Context: an optimization exercise on an open-source flow, tuned for small area, a short achievable clock period and few clock cycles. The choices shown serve that exercise and are no tape-out recipe. The RTL was checked by simulation tests, not by an equivalence proof against the original design. No activity file was given, so power comes from the tool's default toggle rates.

$ cat flow/constraint.sdc
create_clock -name core_clock -period 12.0 [get_ports {clk}]
set_input_delay 2.4000 -clock core_clock [delete_from_list [all_inputs] [get_ports {clk}]]
set_output_delay 2.4000 -clock core_clock [all_outputs]
set_load 0.01 [all_outputs]
$ cat flow/standard.sh
#!/bin/bash
# synth_recipe.tcl (not shown) runs the flow's synth.tcl, then flattens the netlist and writes it again
# the make line also repeats each setting of config.mk as NAME=value (left out here)
make -C /OpenROAD-flow-scripts/flow DESIGN_CONFIG=/design/flow/config.mk WORK_HOME=/design/flow/orfs CLKGATE_MAP_FILE= SYNTH_SCRIPT=/design/flow/synth_recipe.tcl "${@:-finish}"
$ cat flow/flow/run.sh
#!/bin/bash
# Layout: the standard flow (standard synthesis, floorplan, placement,
# CTS, routing) with these changes to how the layout is made:
#  - every port is still buffered, with buf_4 cells instead of the slow
#    delay-cell buffers buffer_ports picks by default;
#  - the clock tree is built from clkbuf_8 cells in larger sink clusters
#    and without dummy loads (the tree stays balanced by CTS as usual).
# The SDC (clock period, I/O delays, loads) is unchanged. The make/ORFS
# output goes to flow_make.log here; ORFS keeps each tool's own log under
# orfs/logs/.
set -euo pipefail
MARGIN=${MARGIN:-5.9}
bash standard.sh \
    "SETUP_SLACK_MARGIN=${MARGIN}" \
    "BUFFER_PORTS_ARGS=-buffer_cell sky130_fd_sc_hd__buf_4" \
    "CTS_ARGS=-sink_clustering_enable -repair_clock_nets -dont_use_dummy_load -buf_list sky130_fd_sc_hd__clkbuf_8 -sink_clustering_size 20" \
    finish > flow_make.log 2>&1
$ cat flow/design.v
module saes_core (
    input  wire        clk,
    input  wire        rst,
    input  wire        bus_valid,
    input  wire        bus_write,
    input  wire [3:0]  bus_addr,
    input  wire [15:0] bus_wdata,
    output wire        bus_ready,
    output reg  [15:0] bus_rdata
);
    localparam [3:0] A_CMD    = 4'd0,
                     A_STATUS = 4'd1,
                     A_DIN    = 4'd2,
                     A_DOUT   = 4'd3,
                     A_KEY1   = 4'd4,
                     A_KEY2   = 4'd5,
                     A_KEY3   = 4'd6,
                     A_KEYLEN = 4'd7,
                     A_IV     = 4'd8,
                     A_CHAIN  = 4'd9,
                     A_PBUF   = 4'd10;
    localparam [4:0] OP_NOP     = 5'h00,
                     OP_GFMUL   = 5'h01,
                     OP_SUBNIB  = 5'h02,
                     OP_SUBBYTE = 5'h03,
                     OP_ROTNIB  = 5'h04,
                     OP_SUBNIBS = 5'h05,
                     OP_SHIFT   = 5'h06,
                     OP_MIXCOL  = 5'h07,
                     OP_ADDKEY  = 5'h08,
                     OP_KEYEXP  = 5'h09,
                     OP_ENC     = 5'h0A,
                     OP_DEC     = 5'h0B,
                     OP_DENC    = 5'h10,
                     OP_DDEC    = 5'h11,
                     OP_EDEENC  = 5'h12,
                     OP_EDEDEC  = 5'h13,
                     OP_EEEENC  = 5'h14,
                     OP_EEEDEC  = 5'h15,
                     OP_CBCEI   = 5'h18,
                     OP_CBCEB   = 5'h19,
                     OP_CBCEK   = 5'h1A,
                     OP_CBCEF   = 5'h1B,
                     OP_CBCDI   = 5'h1C,
                     OP_CBCDB   = 5'h1D,
                     OP_CBCDL   = 5'h1E;
    localparam [2:0] E_OK      = 3'd0,
                     E_KEYLEN  = 3'd1,
                     E_PADDING = 3'd2,
                     E_SEQ     = 3'd3,
                     E_ILLEGAL = 3'd4;
    localparam [1:0] M_IDLE = 2'd0,
                     M_ENC  = 2'd1,
                     M_DEC  = 2'd2;
    localparam [1:0] K_1 = 2'd0,
                     K_2 = 2'd1,
                     K_3 = 2'd2,
                     K_CBC = 2'd3;
    function [3:0] gf_mul;
        input [3:0] a;
        input [3:0] b;
        reg   [3:0] p;
        reg   [4:0] aa;
        integer i;
        begin
            p  = 4'd0;
            aa = {1'b0, a};
            for (i = 0; i < 4; i = i + 1) begin
                if (b[i]) p = p ^ aa[3:0];
                aa = {aa[3:0], 1'b0};
                if (aa[4]) aa = aa ^ 5'b10011;
            end
            gf_mul = p;
        end
    endfunction
    function [3:0] gfm;
        input [3:0] a;
        input [3:0] b;
        reg [3:0] a1, a2, a3;
        begin
            a1 = {a[2], a[1], a[0] ^ a[3], a[3]};
            a2 = {a1[2], a1[1], a1[0] ^ a1[3], a1[3]};
            a3 = {a2[2], a2[1], a2[0] ^ a2[3], a2[3]};
            gfm = ({4{b[0]}} & a) ^ ({4{b[1]}} & a1) ^ ({4{b[2]}} & a2) ^ ({4{b[3]}} & a3);
        end
    endfunction
    function [3:0] sbox; input [3:0] n; begin
        case (n[3:1]) 3'd0: sbox[0] = ~n[0]; 3'd1: sbox[0] = n[0]; 3'd2: sbox[0] = 1'b1; 3'd3: sbox[0] = n[0]; 3'd4: sbox[0] = 1'b0; 3'd5: sbox[0] = n[0]; 3'd6: sbox[0] = 1'b0; 3'd7: sbox[0] = 1'b1; endcase
        case (n[3:1]) 3'd0: sbox[1] = 1'b0; 3'd1: sbox[1] = 1'b1; 3'd2: sbox[1] = 1'b0; 3'd3: sbox[1] = 1'b0; 3'd4: sbox[1] = 1'b1; 3'd5: sbox[1] = n[0]; 3'd6: sbox[1] = n[0]; 3'd7: sbox[1] = 1'b1; endcase
        case (n[3:1]) 3'd0: sbox[2] = n[0]; 3'd1: sbox[2] = 1'b0; 3'd2: sbox[2] = ~n[0]; 3'd3: sbox[2] = n[0]; 3'd4: sbox[2] = ~n[0]; 3'd5: sbox[2] = 1'b0; 3'd6: sbox[2] = 1'b1; 3'd7: sbox[2] = 1'b1; endcase
        case (n[3:1]) 3'd0: sbox[3] = ~n[0]; 3'd1: sbox[3] = 1'b1; 3'd2: sbox[3] = ~n[0]; 3'd3: sbox[3] = ~n[0]; 3'd4: sbox[3] = 1'b0; 3'd5: sbox[3] = 1'b0; 3'd6: sbox[3] = 1'b1; 3'd7: sbox[3] = ~n[0]; endcase
    end endfunction
    function [3:0] sbox_inv; input [3:0] n; begin
        case (n[3:1]) 3'd0: sbox_inv[0] = n[0]; 3'd1: sbox_inv[0] = 1'b1; 3'd2: sbox_inv[0] = 1'b1; 3'd3: sbox_inv[0] = n[0]; 3'd4: sbox_inv[0] = 1'b0; 3'd5: sbox_inv[0] = n[0]; 3'd6: sbox_inv[0] = 1'b0; 3'd7: sbox_inv[0] = ~n[0]; endcase
        case (n[3:1]) 3'd0: sbox_inv[1] = ~n[0]; 3'd1: sbox_inv[1] = n[0]; 3'd2: sbox_inv[1] = n[0]; 3'd3: sbox_inv[1] = n[0]; 3'd4: sbox_inv[1] = ~n[0]; 3'd5: sbox_inv[1] = 1'b1; 3'd6: sbox_inv[1] = 1'b0; 3'd7: sbox_inv[1] = n[0]; endcase
        case (n[3:1]) 3'd0: sbox_inv[2] = n[0]; 3'd1: sbox_inv[2] = 1'b0; 3'd2: sbox_inv[2] = n[0]; 3'd3: sbox_inv[2] = n[0]; 3'd4: sbox_inv[2] = ~n[0]; 3'd5: sbox_inv[2] = 1'b0; 3'd6: sbox_inv[2] = 1'b1; 3'd7: sbox_inv[2] = 1'b1; endcase
        case (n[3:1]) 3'd0: sbox_inv[3] = ~n[0]; 3'd1: sbox_inv[3] = 1'b1; 3'd2: sbox_inv[3] = 1'b0; 3'd3: sbox_inv[3] = 1'b1; 3'd4: sbox_inv[3] = 1'b0; 3'd5: sbox_inv[3] = 1'b0; 3'd6: sbox_inv[3] = ~n[0]; 3'd7: sbox_inv[3] = 1'b1; endcase
    end endfunction
    function [15:0] sub_nibs;
        input [15:0] s;
        begin
            sub_nibs = {sbox(s[15:12]), sbox(s[11:8]), sbox(s[7:4]), sbox(s[3:0])};
        end
    endfunction
    function [15:0] sub_nibs_inv;
        input [15:0] s;
        begin
            sub_nibs_inv = {sbox_inv(s[15:12]), sbox_inv(s[11:8]),
                            sbox_inv(s[7:4]), sbox_inv(s[3:0])};
        end
    endfunction
    function [15:0] shift_rows;
        input [15:0] s;
        begin
            shift_rows = {s[15:8], s[3:0], s[7:4]};
        end
    endfunction
    function [15:0] mix_cols;
        input [15:0] s;
        begin
            mix_cols = {s[15:12] ^ gf_mul(4'h4, s[7:4]),
                        s[11:8]  ^ gf_mul(4'h4, s[3:0]),
                        gf_mul(4'h4, s[15:12]) ^ s[7:4],
                        gf_mul(4'h4, s[11:8])  ^ s[3:0]};
        end
    endfunction
    function [15:0] mix_cols_inv;
        input [15:0] s;
        begin
            mix_cols_inv = {gf_mul(4'h9, s[15:12]) ^ gf_mul(4'h2, s[7:4]),
                            gf_mul(4'h9, s[11:8])  ^ gf_mul(4'h2, s[3:0]),
                            gf_mul(4'h2, s[15:12]) ^ gf_mul(4'h9, s[7:4]),
                            gf_mul(4'h2, s[11:8])  ^ gf_mul(4'h9, s[3:0])};
        end
    endfunction
    reg [15:0] cmd_q;
    reg [15:0] din_q;
    reg [15:0] dout_q;      
    reg [15:0] key1_q, key2_q, key3_q;
    reg [2:0]  keylen_q;
    reg [15:0] iv_q;
    reg [15:0] chain_q;
    reg [7:0]  pbuf_q;
    reg [15:0] cbckey_q;
    reg [2:0]  err_q;
    reg [1:0]  outn_q;
    reg [1:0]  mode_q;
    reg        pbv_q;
    reg        busy_q;      
    reg        ph_q;        
    reg [1:0]  pass_q;      
    reg        fin_q;       
    reg [2:0]  ks_q;        
    reg [15:0] rk2_q;
    reg        kv_q;        
    wire [15:0] status_w = {8'h00, pbv_q, mode_q, outn_q, err_q};
    wire        idle_m   = (mode_q == M_IDLE);
    wire is_cmd_wr = bus_valid & bus_write & (bus_addr == A_CMD);
    wire reg_wr    = bus_valid & bus_write & (bus_addr != A_CMD);
    wire [15:0] wd_r = rst ? 16'h0000 : bus_wdata;
    wire [4:0] wop = bus_wdata[4:0];
    wire fast_w = (wop[4] & wop[3] & ~(wop[1] & wop[0]) & (kv_q | ~wop[2] | ~(wop[1] | wop[0]))) |
                  (~wop[4] & wop[3] & ~wop[2] & wop[1] & idle_m & (kv_q | ~wop[0]));
    wire slow_w = ~fast_w;
    wire [15:0] cw  = busy_q ? cmd_q : bus_wdata;
    wire [4:0]  op  = cw[4:0];
    wire        inv = cw[5];
    wire [1:0]  idx = cw[7:6];
    reg op_known;
    always @(*) begin
        case (op)
            OP_NOP, OP_GFMUL, OP_SUBNIB, OP_SUBBYTE, OP_ROTNIB, OP_SUBNIBS,
            OP_SHIFT, OP_MIXCOL, OP_ADDKEY, OP_KEYEXP, OP_ENC, OP_DEC,
            OP_DENC, OP_DDEC, OP_EDEENC, OP_EDEDEC, OP_EEEENC, OP_EEEDEC,
            OP_CBCEI, OP_CBCEB, OP_CBCEK, OP_CBCEF, OP_CBCDI, OP_CBCDB,
            OP_CBCDL: op_known = 1'b1;
            default:  op_known = 1'b0;
        endcase
    end
    wire inv_ok = !inv || (op == OP_SUBNIB) || (op == OP_SUBBYTE) ||
                  (op == OP_SUBNIBS) || (op == OP_MIXCOL);
    wire idx_ok = (idx == 2'd0) || ((op == OP_KEYEXP) && (idx != 2'd3));
    wire legal  = (cw[15:8] == 8'h00) && op_known && inv_ok && idx_ok;
    reg [1:0] keys_needed;
    always @(*) begin
        case (op)
            OP_ADDKEY, OP_KEYEXP, OP_ENC, OP_DEC,
            OP_CBCEI, OP_CBCDI:                  keys_needed = 2'd1;
            OP_DENC, OP_DDEC, OP_EDEENC, OP_EDEDEC: keys_needed = 2'd2;
            OP_EEEENC, OP_EEEDEC:                keys_needed = 2'd3;
            default:                             keys_needed = 2'd0;
        endcase
    end
    wire key_err = (keys_needed != 2'd0) && (keylen_q != {1'b0, keys_needed});
    reg seq_err;
    always @(*) begin
        case (op)
            OP_CBCEB, OP_CBCEF: seq_err = (mode_q != M_ENC);
            OP_CBCEK:           seq_err = (mode_q != M_ENC) || pbv_q;
            OP_CBCDB, OP_CBCDL: seq_err = (mode_q != M_DEC);
            default:            seq_err = 1'b0;
        endcase
    end
    wire cmd_ok = legal && !seq_err && !key_err;
    reg [1:0] last_pass;
    reg       pass_dec;     
    always @(*) begin
        last_pass = 2'd0;
        pass_dec  = 1'b0;
        case (op)
            OP_DEC:    pass_dec = 1'b1;
            OP_MIXCOL: last_pass = 2'd1;
            OP_DENC:   last_pass = 2'd1;
            OP_DDEC: begin
                last_pass = 2'd1;
                pass_dec  = 1'b1;
            end
            OP_EDEENC: begin
                last_pass = 2'd2;
                pass_dec  = (pass_q == 2'd1);
            end
            OP_EDEDEC: begin
                last_pass = 2'd2;
                pass_dec  = (pass_q != 2'd1);
            end
            OP_EEEENC: last_pass = 2'd2;
            OP_EEEDEC: begin
                last_pass = 2'd2;
                pass_dec  = 1'b1;
            end
            OP_CBCDB, OP_CBCDL: pass_dec = 1'b1;
            default: ;
        endcase
    end
    localparam [2:0] PK_1 = 3'd0, PK_2 = 3'd1, PK_3 = 3'd2, PK_CBC = 3'd3,
                     PK_Z = 3'd4, PK_C1 = 3'd5, PK_C2 = 3'd6;
    function [2:0] pass_key;
        input [4:0] o;
        input       iv;
        input [1:0] p;
        begin
            case (o)
                OP_DENC:   pass_key = (p == 2'd0) ? PK_1 : PK_2;
                OP_DDEC:   pass_key = (p == 2'd0) ? PK_2 : PK_1;
                OP_EDEENC,
                OP_EDEDEC: pass_key = (p == 2'd1) ? PK_2 : PK_1;
                OP_EEEENC: pass_key = (p == 2'd0) ? PK_1 : (p == 2'd1) ? PK_2 : PK_3;
                OP_EEEDEC: pass_key = (p == 2'd0) ? PK_3 : (p == 2'd1) ? PK_2 : PK_1;
                OP_CBCEB, OP_CBCEK, OP_CBCEF, OP_CBCDB, OP_CBCDL:
                           pass_key = PK_CBC;
                OP_SUBNIB, OP_SUBBYTE, OP_SUBNIBS:
                           pass_key = iv ? PK_C1 : PK_Z;
                OP_MIXCOL: pass_key = iv ? ((p == 2'd0) ? PK_C2 : PK_C1)
                                         : ((p == 2'd0) ? PK_C1 : PK_Z);
                default:   pass_key = PK_1;
            endcase
        end
    endfunction
    function dec_of;
        input [4:0] o;
        input       iv;
        input [1:0] p;
        begin
            case (o)
                OP_DEC, OP_CBCDB, OP_CBCDL,
                OP_DDEC, OP_EEEDEC:   dec_of = 1'b1;
                OP_EDEENC:            dec_of = (p == 2'd1);
                OP_EDEDEC:            dec_of = (p != 2'd1);
                OP_SUBNIB, OP_SUBBYTE,
                OP_SUBNIBS:           dec_of = iv;
                OP_MIXCOL:            dec_of = iv ? (p == 2'd1) : (p == 2'd0);
                default:              dec_of = 1'b0;
            endcase
        end
    endfunction
    wire [4:0] cop  = cmd_q[4:0];
    wire       cinv = cmd_q[5];
    wire [2:0] spec_ks = idle_m ? PK_1 : PK_CBC;
    reg [15:0] key_sel;
    always @(*) begin
        case (busy_q ? ks_q : spec_ks)
            PK_1:    key_sel = key1_q;
            PK_2:    key_sel = key2_q;
            PK_3:    key_sel = key3_q;
            PK_CBC:  key_sel = cbckey_q;
            PK_C1:   key_sel = 16'h09A9;
            PK_C2:   key_sel = 16'hA900;
            default: key_sel = 16'h0000;
        endcase
    end
    wire [7:0]  kw1 = key_sel[7:0];
    wire [7:0]  kw2 = key_sel[15:8] ^ 8'h80 ^ {sbox(kw1[3:0]), sbox(kw1[7:4])};
    wire [7:0]  kw3 = kw2 ^ kw1;
    wire [7:0]  kw4 = kw2 ^ 8'h30 ^ {sbox(kw3[3:0]), sbox(kw3[7:4])};
    wire [7:0]  kw5 = kw4 ^ kw3;
    wire [15:0] rk0 = key_sel;
    wire [15:0] rk1 = {kw2, kw3};
    wire [15:0] rk2 = {kw4, kw5};
    wire        ef      = busy_q && (cop == OP_CBCEF);
    wire        cbc_run = (cop == OP_CBCEB) || (cop == OP_CBCEK) || (cop == OP_CBCEF);
    wire [7:0]  cbc_lo  = ef ? 8'h01 : din_q[7:0];
    wire [15:0] cbc_blk = pbv_q ? {pbuf_q, cbc_lo} : (ef ? 16'h0202 : din_q);
    wire [15:0] cbc_in  = cbc_blk ^ chain_q;
    wire [15:0] e_in  = busy_q ? (cbc_run ? cbc_in : dout_q)
                               : ((mode_q == M_ENC) ? cbc_in : din_q);
    wire [15:0] e_a   = e_in ^ rk0;
    wire [15:0] e_t   = shift_rows(sub_nibs(e_a));
    wire [15:0] e_m   = mix_cols(e_t);
    wire [15:0] e_out = shift_rows(sub_nibs(e_m ^ rk1)) ^ rk2;
    wire [15:0] d_in  = busy_q ? dout_q : din_q;
    wire [15:0] d_s   = sub_nibs_inv(shift_rows(d_in ^ rk2_q));
    wire [15:0] d_m   = mix_cols_inv(d_s ^ rk1);
    wire [15:0] d_out = sub_nibs_inv(shift_rows(d_m)) ^ rk0;
    wire [15:0] pass_res  = pass_dec ? d_out : e_out;
    wire [15:0] cbc_plain = d_out ^ chain_q;
    wire first_done = idle_m &&
                      ((op == OP_DENC) || (op == OP_EDEENC) || (op == OP_EEEENC) ||
                       ((op == OP_EDEDEC) && kv_q));
    wire [1:0] p_first  = first_done ? 2'd1 : 2'd0;
    wire [2:0] ks_first = pass_key(op, inv, p_first);
    wire       skip_ld  = !dec_of(op, inv, p_first) || (ks_first == spec_ks);
    wire       nx_dec   = dec_of(cop, cinv, pass_q + 2'd1);
    wire keeps_dout = (op == OP_NOP) || (op == OP_CBCEI) || (op == OP_CBCDI) ||
                      (op == OP_CBCEB && !pbv_q);
    wire finish     = busy_q && fin_q;
    wire pad_one    = (cbc_plain[7:0] == 8'h01);
    wire pad_two    = (cbc_plain == 16'h0202);
    wire start      = is_cmd_wr && !busy_q;
    wire start_slow = start && slow_w;
    wire act        = is_cmd_wr && (busy_q ? fin_q : fast_w);
    assign bus_ready = !is_cmd_wr || (busy_q ? fin_q : fast_w);
    always @(*) begin
        case (bus_addr)
            A_CMD:    bus_rdata = cmd_q;
            A_STATUS: bus_rdata = status_w;
            A_DIN:    bus_rdata = din_q;
            A_DOUT:   bus_rdata = dout_q;
            A_KEY1:   bus_rdata = key1_q;
            A_KEY2:   bus_rdata = key2_q;
            A_KEY3:   bus_rdata = key3_q;
            A_KEYLEN: bus_rdata = {13'h0000, keylen_q};
            A_IV:     bus_rdata = iv_q;
            A_CHAIN:  bus_rdata = chain_q;
            A_PBUF:   bus_rdata = {8'h00, pbuf_q};
            default:  bus_rdata = 16'h0000;
        endcase
    end
    always @(posedge clk) begin
        if (rst || (reg_wr && bus_addr == A_DIN))    din_q    <= wd_r;
        if (rst || (reg_wr && bus_addr == A_KEY1))   key1_q   <= wd_r;
        if (rst || (reg_wr && bus_addr == A_KEY2))   key2_q   <= wd_r;
        if (rst || (reg_wr && bus_addr == A_KEY3))   key3_q   <= wd_r;
        if (rst || (reg_wr && bus_addr == A_KEYLEN)) keylen_q <= wd_r[2:0];
        if (rst || (reg_wr && bus_addr == A_IV))     iv_q     <= wd_r;
        if (rst || start)                            cmd_q    <= wd_r;
    end
    wire m_start  = !busy_q && slow_w;
    wire m_mid    = busy_q && !fin_q;
    wire m_act    = !m_start && !m_mid;
    wire dout_we  = is_cmd_wr && ((cmd_ok && !keeps_dout && !m_mid) || (m_mid && ph_q));
    wire is_cipher = (op == OP_ENC) || (op == OP_DEC) || (op == OP_DENC) ||
                     (op == OP_DDEC) || (op == OP_EDEENC) || (op == OP_EDEDEC) ||
                     (op == OP_EEEENC) || (op == OP_EEEDEC);
    wire is_cbce  = (op == OP_CBCEB) || (op == OP_CBCEK) || (op == OP_CBCEF);
    wire is_sub   = (op == OP_SUBNIB) || (op == OP_SUBBYTE) || (op == OP_SUBNIBS);
    wire is_mix   = (op == OP_MIXCOL);
    wire [15:0] sub_mask = (op == OP_SUBNIB) ? 16'h000F : (op == OP_SUBBYTE) ? 16'h00FF : 16'hFFFF;
    wire s_pass  = (m_start && first_done) || (m_mid && !is_mix) || (m_act && is_cipher);
    wire s_eout  = (s_pass && !pass_dec) || (m_act && is_cbce);
    wire s_dout  = s_pass && pass_dec;
    wire s_plain = m_act && (op == OP_CBCDB);
    wire s_plhi  = m_act && (op == OP_CBCDL) && pad_one;
    wire s_din   = m_start && !first_done && !((is_sub || is_mix) && !inv) && (op != OP_KEYEXP);
    wire s_srdin = (m_start && (is_sub || is_mix) && !inv) || (m_act && (op == OP_SHIFT));
    wire s_rot   = m_act && (op == OP_ROTNIB);
    wire s_et    = (m_mid && is_mix && inv) || (m_act && is_sub && !inv);
    wire s_srds  = (m_mid && is_mix && !inv) || (m_act && is_sub && inv);
    wire s_em    = m_act && is_mix && !inv;
    wire s_dm    = m_act && is_mix && inv;
    wire s_ea    = m_act && ((op == OP_ADDKEY) || ((op == OP_KEYEXP) && (idx == 2'd0)));
    wire s_rk1   = m_act && (op == OP_KEYEXP) && (idx == 2'd1);
    wire s_rk2   = m_act && (op == OP_KEYEXP) && (idx == 2'd2);
    wire s_gf    = m_act && (op == OP_GFMUL);
    wire [15:0] dout_nx =
        ({16{s_eout}}  & e_out) |
        ({16{s_dout}}  & d_out) |
        ({16{s_plain}} & cbc_plain) |
        ({16{s_plhi}}  & {cbc_plain[15:8], 8'h00}) |
        ({16{s_din}}   & din_q) |
        ({16{s_srdin}} & shift_rows(din_q)) |
        ({16{s_rot}}   & {8'h00, din_q[3:0], din_q[7:4]}) |
        ({16{s_et}}    & e_t & sub_mask) |
        ({16{s_srds}}  & shift_rows(d_s) & sub_mask) |
        ({16{s_em}}    & e_m) |
        ({16{s_dm}}    & d_m) |
        ({16{s_ea}}    & e_a) |
        ({16{s_rk1}}   & rk1) |
        ({16{s_rk2}}   & rk2) |
        ({16{s_gf}}    & {12'h000, gfm(din_q[7:4], din_q[3:0])});
    always @(posedge clk) begin
        if (rst || dout_we)
            dout_q <= rst ? 16'h0000 : dout_nx;
    end
    always @(posedge clk) begin
        rk2_q <= {kw4, kw5};
        kv_q  <= !(rst || busy_q || (reg_wr && bus_addr == A_KEY1) ||
                   (is_cmd_wr && ((wop == OP_CBCEI) || (wop == OP_CBCDI) ||
                                  (wop == OP_CBCDL))));
    end
    always @(posedge clk) begin
        if (rst) begin
            chain_q  <= 16'h0000;
            pbuf_q   <= 8'h00;
            cbckey_q <= 16'h0000;
            err_q    <= E_OK;
            outn_q   <= 2'd0;
            mode_q   <= M_IDLE;
            pbv_q    <= 1'b0;
            busy_q   <= 1'b0;
            ph_q     <= 1'b0;
            pass_q   <= 2'd0;
            fin_q    <= 1'b0;
            ks_q     <= PK_1;
        end else begin
            if (start_slow) begin
                busy_q <= 1'b1;
                ks_q   <= ks_first;
                ph_q   <= skip_ld;
                fin_q  <= !cmd_ok || (skip_ld && (last_pass == p_first));
                if (cmd_ok)
                    pass_q <= p_first;
            end else if (busy_q && !finish) begin
                if (!ph_q) begin
                    ph_q  <= 1'b1;
                    fin_q <= (pass_q == last_pass);
                end else begin
                    pass_q <= pass_q + 2'd1;
                    ks_q   <= pass_key(cop, cinv, pass_q + 2'd1);
                    ph_q   <= !nx_dec;
                    fin_q  <= !nx_dec && (pass_q + 2'd1 == last_pass);
                end
            end
            if (act) begin
                busy_q <= 1'b0;
                pass_q <= 2'd0;
                fin_q  <= 1'b0;
                if (!legal) begin
                    err_q  <= E_ILLEGAL;
                    outn_q <= 2'd0;
                end else if (seq_err) begin
                    err_q  <= E_SEQ;
                    outn_q <= 2'd0;
                end else if (key_err) begin
                    err_q  <= E_KEYLEN;
                    outn_q <= 2'd0;
                end else begin
                    err_q <= E_OK;
                    case (op)
                        OP_NOP: ;
                        OP_CBCEI, OP_CBCDI: begin
                            cbckey_q <= key1_q;
                            chain_q  <= iv_q;
                            pbv_q    <= 1'b0;
                            pbuf_q   <= 8'h00;
                            mode_q   <= (op == OP_CBCEI) ? M_ENC : M_DEC;
                            outn_q   <= 2'd0;
                        end
                        OP_CBCEB, OP_CBCEK, OP_CBCEF: begin
                            if (op == OP_CBCEB && !pbv_q) begin    
                                pbuf_q <= din_q[7:0];
                                pbv_q  <= 1'b1;
                                outn_q <= 2'd0;
                            end else begin
                                chain_q <= e_out;
                                outn_q  <= 2'd2;
                                pbv_q   <= 1'b0;
                                pbuf_q  <= 8'h00;
                                if (op == OP_CBCEF)
                                    mode_q <= M_IDLE;
                            end
                        end
                        OP_CBCDB: begin
                            chain_q <= din_q;
                            outn_q  <= 2'd2;
                        end
                        OP_CBCDL: begin
                            chain_q <= din_q;
                            mode_q  <= M_IDLE;
                            outn_q  <= pad_one ? 2'd1 : 2'd0;
                            if (!pad_one && !pad_two)
                                err_q <= E_PADDING;
                        end
                        default: outn_q <= 2'd2;
                    endcase
                end
            end
        end
    end
endmodule
$ cat flow/config.mk
export PLATFORM = sky130hd
export DESIGN_NAME = saes_core
export DESIGN_NICKNAME = saes_core
export VERILOG_FILES = /design/flow/design.v
export SDC_FILE = /design/flow/constraint.sdc
export NUM_CORES = 4
export LEC_CHECK = 0
export CAP_MARGIN = 20
export CORE_MARGIN = 2
export CORE_UTILIZATION = 50
export PLACE_DENSITY = 0.7
export SLEW_MARGIN = 20
==> out/qor.csv, run 1 <==
stage,metric,value,unit
floorplan,die_w,187,um
global_routing,grt_overflow,0,
timing,max-slew-margin-rel,27.3,%
routing,dr.pass1.iters,9,
setup_path,cp_data_required_time,9600,ps
cells_and_area,n_antenna_cell,0,
yosys,synth_nets,1974,
yosys,yosysSeqAreaShare,29.4,%
yosys,yosysWarnings,1,
power,internal-power,2680,uW
setup_path,regToRegEndpoint,dout_q[13],
timing,worst_slew_pin_slew,1090,ps
yosys,ys.flop_type,edfxtp_1,
global_routing,grt_pass1_wl,101000,um
timing,skew,40.6,ps
setup_path,critPathLaunchType,input port,
routing,drt_wl_total,69700,um
timing,period_share,51.0,%
floorplan,fp.coreArea,0.0327,mm2
global_routing,grt_max_degree,65,
worst_hold_path,hold_depth,2,
cells_and_area,drive_gt1_share,12.4,%
place,port_buffers,40,
yosys,synthAdderAreaFrac,0.434,%
yosys,synthCells,1945,
yosys,yosys.area_share.simple,17.7,%
setup_path,cp-end-kind,output pin,
place,dp_hpwl,51200,um
place,place_inst,2346,
yosys,synth_edf_count,115,
yosys,ys_types,99,
yosys,synth_top_area_cell,edfxtp_1,
yosys,ys_seq_elements,188,
floorplan,rows,66,
power,seqPwrFrac,14.0,%
power,power_leakage,0.00644,uW
clock_tree,cts_buffers,17,
setup_path,reg2reg_slack,6070,ps
clock_tree,path_clk_slew,80,ps
routing,vias_per_cell,7.29,
clock_tree,hold_buffers,0,
power,combPwrFrac,80.3,%
clock_tree,cts_tree,yes,
yosys,synth_top_family_by_area,compound AO/OA/AOI/OAI gates,
power,clock_power_share,5.7,%
routing,ant_nets,0,
power,ir_drop,0.000280,V
timing,setup_tns,0,ps
yosys,synth_xor_area_share,16.6,%
timing,rsz0062_at_grt,yes,
timing,clock.fmax,0.163,GHz
floorplan,ioPinCount,41,
routing,drc,0,
clock_tree,clk_latency,490,ps
worst_hold_path,hp-start,cbckey_q[12],
clock_tree,htree_num_levels,4,
cells_and_area,num-nets-final,1996,
floorplan,die_y,187,um
global_routing,antenna_found_initial,0,
power,p_sw,3370,uW
cells_and_area,areaGrowthSynthToFinish,11.1,%
cells_and_area,stdcell_count,2407,
run,maxCapViolCount,0,
yosys,synth_top_area_share,20.7,%
routing,wire_per_inst,29.0,um
timing,min_period,6120,ps
place,place.gp.congestion,1.06,
routing,drtIter0Drc,3201,
clock_tree,clock_sinks,188,
setup_path,path_max_fanout,8,
yosys,muxShareOfSynthArea,3.82,%
power,p_per_area,326,mW/mm2
floorplan,start_util,51.1,%
routing,via_count,17600,
floorplan,die_area,0.0349,mm2
global_routing,grt_pass1_vias,15800,
cells_and_area,layout_commonest_cell,nand2_1,
clock_tree,root_buffer,clkbuf_8,
setup_path,worst_r2r_path_depth,17,
worst_hold_path,holdPathEnd,cbckey_q[12],
setup_path,reg2reg_from,busy_q,
timing,final_max_slew_viol_count,0,
yosys,avgSynthCellArea,8.59,um2
worst_hold_path,min_path_type,reg2reg,
clock_tree,clockBufferDepth,2,
setup_path,worstPathArrival,3720,ps
yosys,synth_area,0.0167,mm2
cells_and_area,final_cell_mix,"159 x nand2_1, 157 x xnor2_1, 146 x nor2_1, 115 x edfxtp_1, 113 x o21ai_0",
yosys,synth-compound-area-share,28.5,%
timing,finalSetupViolCount,0,
power,swShare,55.7,%
timing,final_hold_viol_count,0,
run_status,status,no timing/DRC/antenna violations,
global_routing,grtUsageTotal,38.1,%
yosys,yosys-top-cells-area,"edfxtp_1 21%, dfxtp_1 8.7%, xnor2_1 8.4%",
setup_path,crit_type,in2out,
yosys,async_flop_share,0,%
[kinds of logic (layout without fill, tap and decap cells)]
group / Yosys count / in the layout
AO/OA/AOI/OAI: 671 / 672
XOR/XNOR: 266 / 266
adder cells (fa/ha/maj): 6 / 6
buffers and inverters: 148 / 167
flip-flops: 188 / 188
multiplexers: 63 / 63
AND/OR/NAND/NOR: 603 / 603
[routing by layer]
metal / up-vias / part of all wire, % / wire [um] / GRT usage, %
li1: 7446 / - / - / -
met3: 365 / 16 / 10800 / 12.9
met1: 8247 / 37 / 25700 / 49.8
met2: 1496 / 40 / 28200 / 55.6
met5: - / 0 / 0 / 0
met4: 0 / 7.2 / 5000 / 20.0
[worst max-delay path by stage]
stage	startpoint	to	slack (ps)
2_1_floorplan	bus_addr[2]	bus_rdata[7]	5950
3_3_place_gp	bus_addr[3]	bus_rdata[1]	5060
3_5_place_dp	busy_q	dout_q[8]	5030
4_1_cts	bus_addr[1]	bus_rdata[6]	5890
5_1_grt	bus_addr[0]	bus_rdata[0]	5870
6_report	bus_addr[0]	bus_rdata[2]	5880
[final cells by class]
class / count / area [um2]
well taps: 442 / 553
repair buffers: 127 / 1120
inverters: 23 / 86.3
flip-flops and latches: 188 / 4920
fillers: 3031 / 14100
clock buffers: 17 / 234
multi-input cells: 1610 / 11600
[flip-flops by register name, indices dropped and copies added (netlist names)]
signal    flops
busy_q        1
cbckey_q     16
chain_q      16
cmd_q        16
din_q        16
dout_q       16
err_q         3
fin_q         1
iv_q         16
key1_q       16
key2_q       16
key3_q       16
keylen_q      3
ks_q          3
kv_q          1
mode_q        2
outn_q        2
pass_q        2
pbuf_q        8
pbv_q         1
ph_q          1
rk2_q        16
[power groups by stage]
| stage | logic [uW] | registers (uW) | clock network, uW |
|---|---|---|---|
| 2_1_floorplan | 3380 | 813 | 0 |
| 3_5_place_dp | 4500 | 850 | 0 |
| 4_1_cts | 4570 | 837 | 341 |
| 3_3_place_gp | 4450 | 850 | 0 |
| 5_1_grt | 5120 | 848 | 365 |
| 6_report | 4850 | 846 | 346 |
[metrics by stage]
step / utilization (%) / setup slack (ps) / hold WS, ps / area [um2] / power [uW]
floorplan: - / 5950 / 444 / 16700 / 4190
global placement: 53.3 / 5060 / 472 / 17400 / 5300
detailed placement: 53.4 / 5030 / 488 / 17500 / 5350
CTS: 55.5 / 5890 / 505 / 18100 / 5750
global route: 56.7 / 5870 / 535 / 18600 / 6330
finish: 56.7 / 5880 / 506 / 18600 / 6040
[worst max-delay path, stage by stage]
cell,delay [ps]
buf_12,100
nand2b_4,140
nor3_2,50
buf_6,140
a222oi_1,550
nand3_1,180
buf_6,170
[Yosys cell counts (all sizes together), types with 15 or more instances]
cell type	number
a211oi	20
a21boi	20
a21oi	105
a221o	20
a221oi	42
a22oi	80
a31oi	30
and2	16
and3	17
buf	26
clkbuf	99
dfxtp	73
edfxtp	115
inv	21
mux2i	57
nand2	162
nand2b	25
nand3	56
nand4	17
nor2	151
nor2b	31
nor3	52
nor4	16
o211ai	34
o21ai	126
o22ai	41
or3	15
xnor2	169
xnor3	20
xor2	74
[repair_timing]
item                                    in CTS  in global routing
resized for setup                           39                 40
buffers inserted                            26                 16
gates cloned                                 1                  1
pin swaps                                   10                  8
endpoints found under the setup margin      51                 85
Testbench counts, summed over its fixed seeds: cycles 20,364.
==> run 2: changes to the inputs <==
--- a/flow/config.mk
+++ b/flow/config.mk
@@ -9,4 +9,4 @@
 export CORE_MARGIN = 2
-export CORE_UTILIZATION = 50
-export PLACE_DENSITY = 0.7
+export CORE_UTILIZATION = 40
 export SLEW_MARGIN = 20
+export TNS_END_PERCENT = 0
==> run 2 against run 1 <==
Non-clock buffer count shrank 32; still clean on timing, DRC and antenna; setup slack lost 60 ps; sequential cell count did not move; combinational power about the same; wire length up 4.3%; critical endpoint is now dout_q[2]; critical path type is now reg2reg; fmax is 0.97% lower; clock skew down 9.5 ps; clock-buffer cell count unchanged; synthesized cell count stayed put; hold slack got worse by 4.8 ps; die area increased by 24%; clock power increased by 1%.
==> out/qor.csv, run 2 <==
stage,metric,value,unit
run_status,status,no timing/DRC/antenna violations,
yosys,synth_edf_count,115,
setup_path,worstPathArrival,6410,ps
setup_path,cp-end-kind,register,
floorplan,fp.coreArea,0.0410,mm2
global_routing,grt_pass1_vias,15700,
worst_hold_path,hold_depth,2,
place,port_buffers,40,
place,dp_hpwl,55500,um
floorplan,die_y,208,um
clock_tree,clock_sinks,188,
routing,drc,0,
clock_tree,clockBufferDepth,2,
place,place.gp.congestion,1.08,
yosys,synth_area,0.0167,mm2
cells_and_area,layout_commonest_cell,nand2_1,
yosys,synth_top_area_share,20.7,%
setup_path,worst_r2r_path_depth,13,
clock_tree,cts_buffers,17,
cells_and_area,multi_input_area,0.0116,mm2
floorplan,die_area,0.0434,mm2
routing,dr.pass1.iters,9,
routing,drt_wl_total,72700,um
yosys,ys_seq_elements,188,
yosys,ys.flop_type,edfxtp_1,
clock_tree,clk_latency,530,ps
yosys,yosysWarnings,1,
setup_path,critPathMaxStageDelay,760,ps
timing,worst_slew_pin_slew,1170,ps
cells_and_area,stdcell_count,2465,
power,p_per_area,330,mW/mm2
setup_path,reg2reg_slack,5820,ps
global_routing,grt_max_degree,65,
power,clock_power_share,5.8,%
setup_path,path_cells,nand2_1 -> o22ai_4 -> buf_12 -> a221o_1 -> xnor2_1 -> xor2_1 -> xnor2_1 -> a22oi_1 -> xor2_1 -> xnor2_1 -> a221o_1 -> a311oi_1 -> o22ai_1,
setup_path,crit_path_top_delay_cell,xor2_1,
setup_path,crit_type,reg2reg,
cells_and_area,final_cell_mix,"161 x nand2_1, 152 x xnor2_1, 147 x nor2_1, 115 x edfxtp_1, 111 x o21ai_0",
global_routing,grt_overflow,0,
setup_path,cp_data_required_time,12230,ps
cells_and_area,n_antenna_cell,0,
clock_tree,path_clk_slew,90,ps
power,swShare,55.9,%
floorplan,rows,74,
cells_and_area,num-nets-final,1964,
timing,final_max_slew_viol_count,0,
routing,drtIter0Drc,2327,
floorplan,start_util,40.7,%
place,place_inst,2441,
timing,rsz0062_at_grt,yes,
routing,ant_nets,0,
run,maxCapViolCount,0,
timing,min_period,6180,ps
yosys,async_flop_share,0,%
yosys,yosysSeqAreaShare,29.4,%
setup_path,critPathLaunchType,register,
yosys,ys_types,99,
timing,clock.fmax,0.162,GHz
cells_and_area,areaGrowthSynthToFinish,9.28,%
timing,max-slew-margin-rel,22.1,%
clock_tree,htree_num_levels,4,
yosys,yosys-top-cells-area,"edfxtp_1 21%, dfxtp_1 8.7%, xnor2_1 8.4%",
timing,final_hold_viol_count,0,
cells_and_area,drive_gt1_share,10.9,%
power,p_sw,3370,uW
routing,wire_per_inst,29.5,um
power,combPwrFrac,80.0,%
yosys,synth_commonest_cells,"161 x nand2_1, 161 x xnor2_1, 150 x nor2_1",
routing,vias_per_cell,6.88,
yosys,synthCells,1945,
global_routing,grt_pass1_wl,106000,um
power,seqPwrFrac,14.2,%
timing,skew,31.1,ps
power,internal-power,2660,uW
routing,via_count,17000,
clock_tree,root_buffer,clkbuf_8,
setup_path,cp_common_cell,xnor2_1,
timing,setup_tns,0,ps
setup_path,path_max_fanout,16,
global_routing,antenna_found_initial,1,
timing,finalSetupViolCount,0,
floorplan,die_w,208,um
global_routing,grtUsageTotal,33.0,%
clock_tree,hold_buffers,0,
cells_and_area,regArea,0.00492,mm2
power,power_leakage,0.00627,uW
timing,period_share,51.5,%
yosys,avgSynthCellArea,8.59,um2
floorplan,ioPinCount,41,
yosys,synth_nets,1974,
yosys,synth_top_area_cell,edfxtp_1,
clock_tree,cts_tree,yes,
cells_and_area,fill_cells,4056,
power,ir_drop,0.000236,V
worst_hold_path,min_path_type,reg2reg,
run 2: cell types whose count changed in the layout (fill, tap and decap cells not counted), moves of 3 or more:
cell	before	now
buf_4	110	84
buf_12	10	2
xnor2_1	157	152
xnor2_2	10	15
a221oi_4	5	2
nor2_4	5	2
nor3_2	2	5
nor3_4	4	1
run 2: critical path, delay by kind of cell, from the launching register on:
family / cells / cell delay [ps]
AO/OA/AOI/OAI: 6 / 2310
XOR/XNOR: 5 / 2380
buffers and inverters: 1 / 170
flip-flops: 1 / 690
AND/OR/NAND/NOR: 1 / 320
run 2: power by group through the flow:
stage / registers (uW) / clock network, uW / logic, uW
2_1_floorplan: 813 / 0 / 3380
3_3_place_gp: 863 / 0 / 4530
3_5_place_dp: 862 / 0 / 4550
4_1_cts: 848 / 353 / 4600
5_1_grt: 860 / 373 / 5100
6_report: 855 / 351 / 4820
run 2: logic make-up (layout without fill, tap and decap cells):
group	Yosys count	count (layout)	synth area share, %
AOI/OAI and AO/OA	671	672	28.5
and+or+nand+nor	603	603	17.7
xor gates and xnor gates	266	266	16.6
DFF	188	188	29.4
buffers and inverters	148	135	3.57
muxes	63	63	3.82
adders and majority gates	6	6	0.434
run 2: per-layer routing:
layer / global-route usage (%) / routed length (um) / vias up / share of wire, %
met5: 0 / 11 / - / 0.015
met4: 16.2 / 4090 / 2 / 5.6
met3: 9.10 / 8910 / 230 / 12
met2: 49.7 / 30800 / 1190 / 42
met1: 43.4 / 28900 / 8136 / 40
li1: - / - / 7393 / -
run 2: stage by stage:
stage                     setup WS [ps]  hold slack (ps)  total power (uW)  area, um2  utilization, %
after floorplan                    5950              444              4190      16700               -
after global placement             5240              472              5400      17600            42.9
after detailed placement           5320              476              5410      17600            42.9
after CTS                          5810              497              5800      18000            43.8
after global routing               5820              514              6340      18300            44.5
final                              5820              501              6020      18300            44.5
run 2: repair_timing:
action,in CTS,in global routing
gates resized for setup,24,41
setup endpoints to repair,47,63
gates cloned,1,0
pin swaps,3,8
setup buffers,0,6
run 2: layout make-up:
| type | count | area share [%] |
|---|---|---|
| sequential | 188 | 26.9 |
| tap | 532 | 3.65 |
| timing repair buffer | 95 | 4.22 |
| multi-input combinational | 1610 | 63.4 |
| inverter | 23 | 0.473 |
| clock buffer | 17 | 1.28 |
run 2: final timing paths:
check	end	startpoint
setup / recovery	dout_q[2]	ks_q[0]
hold / removal	pbuf_q[5]	pbuf_q[5]
setup reg to reg	dout_q[2]	ks_q[0]
hold reg to reg	pbuf_q[5]	pbuf_q[5]
==> run 3: changes to the inputs <==
--- a/flow/config.mk
+++ b/flow/config.mk
@@ -7,6 +7,6 @@
 export LEC_CHECK = 0
-export CAP_MARGIN = 20
+export CAP_MARGIN = 10
 export CORE_MARGIN = 2
 export CORE_UTILIZATION = 40
-export SLEW_MARGIN = 20
+export SLEW_MARGIN = 10
 export TNS_END_PERCENT = 0
==> run 3 against run 2 <==
Now fails the layout checks on capacitance limit, slew limit; sequential cell count unchanged; combinational power barely moved; clock-buffer cell count unchanged; die area stayed put; global-route usage is essentially flat; synthesized cell count unchanged; clock skew increased by 2.2 ps; setup slack better by 13 ps; critical path depth is 2 lower; largest power group unchanged; highest routed layer unchanged.
==> out/qor.csv, run 3 <==
stage,metric,value,unit
cells_and_area,layout_commonest_cell,nand2_1,
floorplan,die_y,208,um
timing,worst_slew_pin_slew,1540,ps
global_routing,met2_usage,49.9,%
yosys,synth_commonest_cells,"161 x nand2_1, 161 x xnor2_1, 150 x nor2_1",
cells_and_area,final_util,44.8,%
setup_path,path_buf_inv,2,
setup_path,path_max_fanout,16,
power,seqPwrFrac,14.2,%
clock_tree,clock_sinks,188,
yosys,synth_edf_count,115,
floorplan,start_util,40.7,%
global_routing,grtUsageTotal,32.9,%
place,place.gp.congestion,1.08,
floorplan,rows,74,
clock_tree,hold_buffers,0,
setup_path,cp-end-kind,register,
cells_and_area,final_cell_mix,"161 x nand2_1, 154 x xnor2_1, 147 x nor2_1, 115 x edfxtp_1, 112 x o21ai_0",
global_routing,grt_pass1_wl,106000,um
routing,wire_per_inst,29.5,um
worst_hold_path,min_path_type,reg2reg,
timing,final_hold_viol_count,0,
power,swShare,56.0,%
cells_and_area,stdcell_count,2471,
yosys,synthCells,1945,
place,port_buffers,40,
floorplan,die_area,0.0434,mm2
global_routing,grt_max_degree,65,
global_routing,grt_pass1_vias,15600,
global_routing,met1_usage,44.1,%
timing,max-slew-margin-rel,-3.71,%
cells_and_area,num-nets-final,1970,
yosys,async_flop_share,0,%
timing,clock.fmax,0.162,GHz
setup_path,crit_family,simple AND/OR/NAND/NOR gates,
power,clock_power_share,5.8,%
run,maxCapViolCount,1,
setup_path,path_cells,buf_4 -> nand2b_1 -> a21boi_1 -> buf_4 -> nor2_1 -> nand2_1 -> o21ai_0 -> nand2_1 -> nor4_1 -> a211oi_1 -> o211ai_1,
clock_tree,clk_latency,540,ps
yosys,avgSynthCellArea,8.59,um2
timing,min_period,6170,ps
run_status,status,"complete, but fails checks",
routing,drt_wl_total,73000,um
yosys,synth_nets,1974,
clock_tree,clockBufferDepth,2,
floorplan,fp.coreArea,0.0410,mm2
yosys,synth_top_area_share,20.7,%
global_routing,top_usage_layer,met2,
yosys,yosysWarnings,1,
cells_and_area,areaGrowthSynthToFinish,9.98,%
setup_path,critPathLaunchType,input port,
place,dp_hpwl,55400,um
routing,vias_per_cell,6.94,
run_status,failed_checks,"capacitance limit, slew limit",
timing,finalSetupViolCount,0,
clock_tree,path_clk_slew,80,ps
timing,skew,33.2,ps
power,internal-power,2650,uW
routing,drc,0,
yosys,synth_top_area_cell,edfxtp_1,
timing,setup_tns,0,ps
clock_tree,cts_tree,yes,
timing,period_share,51.4,%
setup_path,crit_path_top_delay_cell,o21ai_0,
clock_tree,cts_buffers,17,
timing,rsz0062_at_grt,yes,
power,p_sw,3380,uW
setup_path,worstPathArrival,6520,ps
routing,dr.pass1.iters,9,
setup_path,critPathMaxStageDelay,1370,ps
yosys,ys_seq_elements,188,
floorplan,die_w,208,um
yosys,ys.flop_type,edfxtp_1,
floorplan,ioPinCount,41,
clock_tree,root_buffer,clkbuf_8,
yosys,ys_types,99,
global_routing,antenna_found_initial,1,
power,p_per_area,328,mW/mm2
routing,ant_nets,0,
setup_path,crit_type,in2reg,
timing,final_max_slew_viol_count,6,
power,power_leakage,0.00630,uW
global_routing,grt_overflow,0,
yosys,synth_area,0.0167,mm2
clock_tree,htree_num_levels,4,
yosys,yosys-top-cells-area,"edfxtp_1 21%, dfxtp_1 8.7%, xnor2_1 8.4%",
routing,via_count,17100,
power,combPwrFrac,80.0,%
routing,drtIter0Drc,2630,
yosys,yosysSeqAreaShare,29.4,%
setup_path,cp_data_required_time,12350,ps
power,ir_drop,0.000259,V
place,place_inst,2440,
global_routing,grt_use_met3,8.06,%
cells_and_area,drive_gt1_share,11.3,%
power,total_power,6030,uW
cells_and_area,n_antenna_cell,0,
[run 3: area by class of cell]
cell class	instances	area (um2)
Multi-Input combinational cell	1610	11600
Fill cell	4022	22600
Clock buffer	17	234
Inverter	23	86.3
Timing Repair Buffer	101	841
Sequential cell	188	4920
Tap cell	532	666
[run 3: metrics by stage]
| stage | setup slack [ps] | cell area (um2) | hold WS, ps |
|---|---|---|---|
| after floorplan | 5950 | 16700 | 444 |
| after global placement | 5240 | 17600 | 472 |
| after detailed placement | 5170 | 17600 | 478 |
| after CTS | 5860 | 18000 | 496 |
| after global routing | 5850 | 18400 | 517 |
| final | 5830 | 18400 | 502 |
[run 3: power groups by stage]
| stage | clock network (uW) | logic (uW) | registers [uW] |
|---|---|---|---|
| floorplan | 0 | 3380 | 813 |
| global placement | 0 | 4530 | 863 |
| detailed placement | 0 | 4560 | 861 |
| global route | 374 | 5080 | 859 |
| CTS | 351 | 4600 | 848 |
| finish | 351 | 4820 | 856 |
[run 3: cells by family after synthesis]
kind of cell    synth area share (%)
xor+xnor                        16.6
fa+ha+maj                      0.434
mux                             3.82
compound gates                  28.5
buf+inv                         3.57
simple gates                    17.7
flops                           29.4
[run 3: metal layers]
metal | up-vias | wire length, um
met2 | 1245 | 31300
li1 | 7411 | -
met1 | 8256 | 29200
met5 | - | 11
met4 | 2 | 3800
met3 | 225 | 8740
[run 3: timing repair]
action                     4_1_cts  5_1_grt
cloned                           1        0
pin swaps                        4        6
gates resized for setup         34       43
setup endpoints to repair       47       87
buffers inserted                 1       12
[run 3: worst min-delay path, stage by stage, from the launching register on]
cell	delay (ps)
dfxtp_1	340
mux2i_1	70
nor2_1	70
[run 3: final timing paths]
check | to | slack [ps] | startpoint | cells past startpoint
hold / removal | cbckey_q[10] | 500 | cbckey_q[10] | 2
setup / recovery | dout_q[10] | 5830 | bus_wdata[4] | 11
hold reg to reg | cbckey_q[10] | 500 | cbckey_q[10] | 2
setup reg to reg | dout_q[2] | 5850 | mode_q[1] | 13
==> run 4: changes to the inputs <==
--- a/flow/flow/run.sh
+++ b/flow/flow/run.sh
@@ -11,3 +11,3 @@
 set -euo pipefail
-MARGIN=${MARGIN:-5.9}
+MARGIN=${MARGIN:-5.8}
 bash standard.sh \
--- a/flow/config.mk
+++ b/flow/config.mk
@@ -11,2 +11 @@
 export SLEW_MARGIN = 10
-export TNS_END_PERCENT = 0
==> run 4 against run 3 <==
Now clean on timing, DRC and antenna; cell count rose by 0.57%; first-iteration DRC count rose by 1.9%; area after synthesis did not move; combinational power rose by 3%; global-route usage rose by 0.78 points; clock-buffer cell count did not move; die area did not move; wire length rose by 2.3%; critical path depth fell by 3; clock power barely moved.
==> out/qor.csv, run 4 <==
stage,metric,value,unit
run_status,status,no timing/DRC/antenna violations,
floorplan,rows,74,
floorplan,start_util,40.7,%
timing,period_share,51.4,%
global_routing,grt_pass1_wl,108000,um
floorplan,die_y,208,um
setup_path,worst_r2r_path_depth,15,
clock_tree,clock_sinks,188,
power,swShare,56.4,%
global_routing,antenna_found_initial,0,
routing,drc,0,
yosys,synth_edf_count,115,
setup_path,crit_type,in2out,
timing,whs,497,ps
global_routing,grt_max_degree,67,
place,place.gp.congestion,1.13,
yosys,synthCells,1945,
power,clock_power_share,5.7,%
setup_path,critPathLaunchType,input port,
global_routing,met1_usage,46.6,%
yosys,avgSynthCellArea,8.59,um2
cells_and_area,final_cell_mix,"161 x nand2_1, 156 x xnor2_1, 148 x nor2_1, 115 x edfxtp_1, 114 x o21ai_0",
floorplan,ioPinCount,41,
clock_tree,htree_num_levels,4,
place,port_buffers,40,
power,combPwrFrac,80.6,%
place,place_inst,2446,
yosys,ys.flop_type,edfxtp_1,
global_routing,grt_pass1_vias,15700,
clock_tree,root_buffer,clkbuf_8,
timing,finalSetupViolCount,0,
routing,dr.pass1.iters,6,
worst_hold_path,hold_depth,2,
timing,setup_tns,0,ps
clock_tree,cts_buffers,17,
worst_hold_path,min_path_type,reg2reg,
routing,wire_per_inst,30.1,um
cells_and_area,final_area,0.0185,mm2
setup_path,crit_family,buffers and inverters,
yosys,ys_seq_elements,188,
power,power_leakage,0.00637,uW
cells_and_area,layout_commonest_cell,nand2_1,
cells_and_area,num-nets-final,1984,
cells_and_area,stdcell_count,2485,
setup_path,cp.depth,8,
setup_path,critPathMaxStageDelay,260,ps
run,maxCapViolCount,0,
clock_tree,clockBufferDepth,2,
timing,final_max_slew_viol_count,0,
cells_and_area,fill_cells,3960,
timing,min_period,6160,ps
global_routing,grtUsageTotal,33.7,%
setup_path,path_max_fanout,17,
setup_path,path_buf_inv,3,
setup_path,cp_data_required_time,9600,ps
yosys,yosysSeqAreaShare,29.4,%
yosys,synth_area,0.0167,mm2
global_routing,top_usage_layer,met2,
yosys,ys_types,99,
timing,rsz0062_at_grt,yes,
global_routing,grt_overflow,0,
yosys,synth_commonest_cells,"161 x nand2_1, 161 x xnor2_1, 150 x nor2_1",
timing,max-slew-margin-rel,29.5,%
cells_and_area,n_antenna_cell,0,
timing,clock.fmax,0.162,GHz
setup_path,path_cells,buf_12 -> nand2b_4 -> nor3_2 -> buf_6 -> a22o_1 -> a221oi_2 -> nand4_1 -> buf_4,
floorplan,die_w,208,um
floorplan,fp.coreArea,0.0410,mm2
routing,ant_nets,0,
setup_path,cp-end-kind,output pin,
routing,vias_per_cell,6.93,
routing,drtIter0Drc,2681,
timing,skew,43.4,ps
timing,worst_slew_pin_slew,1060,ps
setup_path,worstPathArrival,3760,ps
cells_and_area,drive_gt1_share,11.9,%
yosys,yosys-top-cells-area,"edfxtp_1 21%, dfxtp_1 8.7%, xnor2_1 8.4%",
setup_path,crit_path_top_delay_cell,a22o_1,
yosys,synth_nets,1974,
power,ir_drop,0.000228,V
floorplan,die_area,0.0434,mm2
yosys,synth_top_area_share,20.7,%
clock_tree,path_clk_slew,90,ps
power,p_sw,3470,uW
yosys,synth_top_area_cell,edfxtp_1,
place,dp_hpwl,56000,um
global_routing,grt_use_met3,7.98,%
power,internal-power,2680,uW
routing,drt_wl_total,74700,um
global_routing,met2_usage,50.2,%
cells_and_area,areaGrowthSynthToFinish,10.9,%
clock_tree,hold_buffers,0,
yosys,yosysWarnings,1,
clock_tree,cts_tree,yes,
routing,via_count,17200,
timing,final_hold_viol_count,0,
power,p_per_area,332,mW/mm2
yosys,async_flop_share,0,%
clock_tree,clk_latency,530,ps
power,seqPwrFrac,13.8,%
place,placed_area,0.0176,mm2
-- run 4: changes by cell type in the layout (fill, tap and decap cells not counted), sizes merged --
cell / delta
buf: +14
-- run 4: worst paths after layout --
path,start,end,slack [ps]
worst max-delay path,bus_addr[3],bus_rdata[1],5840
worst min-delay path,pbuf_q[7],pbuf_q[7],500
worst max register to register,mode_q[0],dout_q[2],5890
worst min register to register,pbuf_q[7],pbuf_q[7],500
-- run 4: per-stage QoR --
step                total power (uW)  setup slack (ps)  util [%]
floorplan                       4190              5870         -
global placement                5470              4860      43.0
detailed placement              5480              4880      43.0
CTS                             5930              5800      44.6
global route                    6460              5790      45.2
finish                          6150              5840      45.2
-- run 4: metal layers --
metal  vias to the layer above  wire (um)
met1                      8293      30300
met2                      1292      32000
li1                       7445          -
met3                       181       9080
met5                         -          0
met4                         0       3250
-- run 4: timing repair --
item | CTS | global route
endpoints found under the setup margin | 51 | 31
pin swaps | 9 | 7
setup buffers | 11 | 10
endpoints found under the hold margin | 0 | 0
cloned | 1 | 0
resized for setup | 42 | 28
-- run 4: cell type report --
| cell class | instances | area [um2] | area share (%) |
|---|---|---|---|
| inverter | 23 | 86.3 | 0.466 |
| clock buffer | 17 | 234 | 1.26 |
| tap | 532 | 666 | 3.59 |
| multi-input combinational | 1610 | 11600 | 62.8 |
| sequential | 188 | 4920 | 26.6 |
| timing repair buffer | 115 | 981 | 5.30 |
-- run 4: kinds of logic (layout without fill, tap and decap cells) --
| logic type | Yosys count | after routing | share of synthesized area [%] |
|---|---|---|---|
| adder cells (fa/ha/maj) | 6 | 6 | 0.434 |
| AO/OA/AOI/OAI | 671 | 672 | 28.5 |
| XOR/XNOR | 266 | 266 | 16.6 |
| multiplexers | 63 | 63 | 3.82 |
| buffers and inverters | 148 | 155 | 3.57 |
| flip-flops | 188 | 188 | 29.4 |
| AND/OR/NAND/NOR | 603 | 603 | 17.7 |
-- run 4: worst register-to-register path, cell delays in order, from the launching register on --
cell	delay, ps
dfxtp_1	730
or3_1	290
nand2_4	200
a222oi_1	400
buf_4	330
xnor2_1	210
o221ai_4	240
xnor2_1	550
and2_1	220
xnor2_1	70
a22oi_1	510
xor2_1	720
xnor2_1	440
a221o_1	490
a311oi_1	280
o22ai_1	110
-- run 4: power by group through the flow --
stage / Sequential [uW] / Clock, uW / Combinational [uW]
global route: 851 / 371 / 5240
global placement: 855 / 0 / 4620
floorplan: 813 / 0 / 3380
detailed placement: 855 / 0 / 4620
finish: 848 / 348 / 4950
CTS: 841 / 349 / 4740
==> run 5: changes to the inputs <==
--- a/flow/flow/run.sh
+++ b/flow/flow/run.sh
@@ -11,3 +11,3 @@
 set -euo pipefail
-MARGIN=${MARGIN:-5.8}
+MARGIN=${MARGIN:-5.9}
 bash standard.sh \
--- a/flow/config.mk
+++ b/flow/config.mk
@@ -7,2 +7,3 @@
 export LEC_CHECK = 0
+export ABC_AREA = 1
 export CAP_MARGIN = 10
==> run 5 against run 4 <==
Core utilization decreased by 0.38 points; clock skew decreased by 2.4 ps; sequential power decreased by 4.5%; area after synthesis increased by 1.5%; die area increased by 1.5%; combinational power decreased by 42%; first-iteration DRC count decreased by 5.7%; setup slack improved by 21 ps; design area increased by 1.2%; highest routed layer unchanged.
==> out/qor.csv, run 5 <==
stage,metric,value,unit
yosys,async_flop_share,0,%
routing,drt_wl_total,82700,um
yosys,ys.flop_type,edfxtp_1,
routing,dr.pass1.iters,5,
yosys,post-synth-top-count-cell,nand2_1,
floorplan,ioPinCount,41,
worst_hold_path,min_path_type,reg2reg,
yosys,synth_top_area_share,20.4,%
setup_path,path_max_fanout,8,
routing,drtIter0Drc,2529,
floorplan,die_w,210,um
yosys,synth_commonest_cells,"826 x nand2_1, 341 x nand3_1, 314 x inv_1",
yosys,yosysSeqAreaShare,29.0,%
setup_path,reg2reg_from,ks_q[2],
power,power_leakage,0.00847,uW
timing,fin_ws,5860,ps
yosys,synthCells,2669,
power,p_per_area,216,mW/mm2
setup_path,cp-end-kind,output pin,
timing,finalSetupViolCount,0,
timing,rsz0062_at_grt,yes,
yosys,yosys.area_share.simple,39.2,%
timing,period_share,51.2,%
routing,via_count,19700,
clock_tree,clockBufferDepth,2,
routing,wire_per_inst,25.4,um
setup_path,worst_r2r_path_depth,19,
floorplan,start_util,40.5,%
floorplan,die_area,0.0440,mm2
setup_path,crit_type,in2out,
cells_and_area,stdcell_count,3260,
timing,min_period,6140,ps
global_routing,grt_max_degree,58,
yosys,muxShareOfSynthArea,0,%
yosys,synth-compound-area-share,17.7,%
yosys,synthAdderAreaFrac,0.369,%
global_routing,antenna_found_initial,1,
yosys,synth_top_family_by_area,simple AND/OR/NAND/NOR gates,
place,place_inst,3210,
timing,final_max_slew_viol_count,0,
run,maxCapViolCount,0,
clock_tree,cts_tree,yes,
routing,vias_per_cell,6.05,
timing,setup_tns,0,ps
clock_tree,clk_latency,570,ps
setup_path,reg2reg_slack,6260,ps
worst_hold_path,hold_depth,2,
yosys,avgSynthCellArea,6.35,um2
yosys,synth_xor_area_share,4.31,%
cells_and_area,num-nets-final,2752,
yosys,yosysWarnings,1,
global_routing,grtUsageTotal,37.3,%
setup_path,crit_start,bus_addr[2],
power,ir_drop,0.000115,V
cells_and_area,layout_commonest_cell,nand2_1,
timing,worst_slew_pin_slew,1140,ps
cells_and_area,areaGrowthSynthToFinish,10.5,%
yosys,ys_seq_elements,188,
run_status,status,no timing/DRC/antenna violations,
clock_tree,hold_buffers,0,
place,dpl_worst_slack,4850,ps
timing,final_hold_viol_count,0,
setup_path,endpoint,bus_rdata[2],
place,place.gp.congestion,1.08,
timing,clock.fmax,0.163,GHz
global_routing,grt_pass1_vias,17800,
clock_tree,root_buffer,clkbuf_8,
clock_tree,htree_num_levels,4,
timing,skew,41.0,ps
yosys,ys_types,63,
floorplan,fp.coreArea,0.0419,mm2
setup_path,critPathLaunchType,input port,
yosys,synth_area,0.0170,mm2
routing,drc,0,
clock_tree,cts_buffers,17,
clock_tree,path_clk_slew,110,ps
cells_and_area,drive_gt1_share,11.5,%
global_routing,grt_overflow,0,
floorplan,die_y,210,um
place,dp_hpwl,66800,um
routing,ant_nets,0,
setup_path,worstPathArrival,3740,ps
floorplan,rows,75,
place,port_buffers,40,
clock_tree,clock_sinks,188,
timing,max-slew-margin-rel,23.8,%
cells_and_area,n_antenna_cell,0,
global_routing,grt_pass1_wl,120000,um
setup_path,regToRegEndpoint,dout_q[0],
cells_and_area,final_cell_mix,"813 x nand2_1, 341 x nand3_1, 301 x inv_1, 193 x nor2_1, 128 x a21oi_1",
yosys,synth_edf_count,115,
yosys,synth_nets,2698,
setup_path,cp_data_required_time,9600,ps
yosys,yosys-top-cells-area,"edfxtp_1 20%, nand2_1 18%, nand3_1 10%",
yosys,synth_top_area_cell,edfxtp_1,
-- run 5: cell count changes in the layout (fill, tap and decap cells not counted), moves of 29 or more --
| cell | previous run | this run |
|---|---|---|
| nand2_1 | 161 | 813 |
| inv_2 | 0 | 29 |
| nor3_1 | 46 | 16 |
| mux2i_1 | 54 | 0 |
| inv_1 | 21 | 301 |
| xnor2_1 | 156 | 22 |
| nand2_2 | 0 | 49 |
| nand3_1 | 55 | 341 |
| nor2b_1 | 30 | 0 |
| nor2_1 | 148 | 193 |
| a22oi_1 | 80 | 4 |
-- run 5: stage by stage --
stage | utilization [%] | power [uW] | hold slack [ps] | area [um2]
2_1_floorplan | - | 2740 | 430 | 17000
3_3_place_gp | 42.5 | 3540 | 445 | 17800
3_5_place_dp | 42.5 | 3570 | 454 | 17800
4_1_cts | 44.0 | 3950 | 470 | 18400
5_1_grt | 44.8 | 4360 | 503 | 18700
6_report | 44.8 | 4050 | 468 | 18700
-- run 5: worst min path at each step --
stage                     slack (ps)      endpoint          from
final                            470  cbckey_q[11]  cbckey_q[11]
after detailed placement         450  cbckey_q[11]  cbckey_q[11]
after floorplan                  430  cbckey_q[11]  cbckey_q[11]
after global placement           450  cbckey_q[11]  cbckey_q[11]
after CTS                        470  cbckey_q[11]  cbckey_q[11]
after global routing             500  cbckey_q[11]  cbckey_q[11]
-- run 5: final cells by class --
| cell class | instances | area (um2) |
|---|---|---|
| clock buffer | 17 | 234 |
| fill | 4494 | 23100 |
| inverter | 345 | 1340 |
| multi-input combinational | 2076 | 10800 |
| sequential | 188 | 4920 |
| tap | 539 | 674 |
| timing repair buffer | 95 | 793 |
-- run 5: per-layer routing --
metal | GRT usage (%) | up-vias | part of all wire [%] | wire length (um)
li1 | - | 9082 | - | -
met1 | 49.6 | 9185 | 41 | 33800
met2 | 57.1 | 1220 | 43 | 35500
met3 | 7.69 | 230 | 10 | 8480
met4 | 19.9 | 0 | 6.0 | 5000
met5 | 0 | - | 0 | 0
-- run 5: repair_timing --
item | in CTS | in global routing
buffers inserted | 18 | 14
gates cloned | 1 | 0
endpoints found under the setup margin | 17 | 48
pin swaps | 16 | 17
gates resized for setup | 69 | 53
-- run 5: report_power, final --
group	internal [uW]	switching [uW]
Clock	125	235
Sequential	756	54.6
Combinational	757	2130
Total	1640	2410
-- run 5: cells by family after synthesis --
logic type,Yosys count
fa+ha+maj,5
flops,188
xor+xnor,77
compound gates,482
buf+inv,406
simple gates,1511
-- run 5: worst max-delay path, stage by stage --
cell and delay, ps:
buf_8 100, inv_4 60, nand2_2 90, nor2_2 470, nand2_1 100, o21ai_0 110
a221oi_1 90, nand3_1 170, buf_4 150

[separate check: timing with driven ports]
No port has a modelled driver above. Below, the same layouts with a new extraction and two added sets of constraints.
Step 1: set_driving_cell puts a clkbuf_16 on clk and a buf_2 on each other input, an assumption about the parent block.
Step 2, shift: input delay + t, output delay - t, t = (earliest + latest rising clock arrival at the registers) / 2. This alone moves slack from input paths to output paths.
Slacks: ideal ports / drivers / drivers and shift; pairs: ideal ports / drivers.
| run | shift t [ns] | slack for setup (ns) | worst data-port slew with drivers (ns) |
|---|---|---|---|
| run 1 | 0.514 | 5.879 / 5.813 / 5.494 | 0.12 |
| run 2 | 0.565 | 5.819 / 5.819 / 5.375 | 0.05 |
| run 3 | 0.572 | 5.832 / 5.853 / 5.287 | 0.05 |
| run 4 | 0.562 | 5.837 / 5.775 / 5.417 | 0.06 |
| run 5 | 0.609 | 5.858 / 5.802 / 5.505 | 0.06 |
For run 3, which loses most, drivers alone change the setup slack by +0.021 ns; drivers and shift together by -0.545 ns.
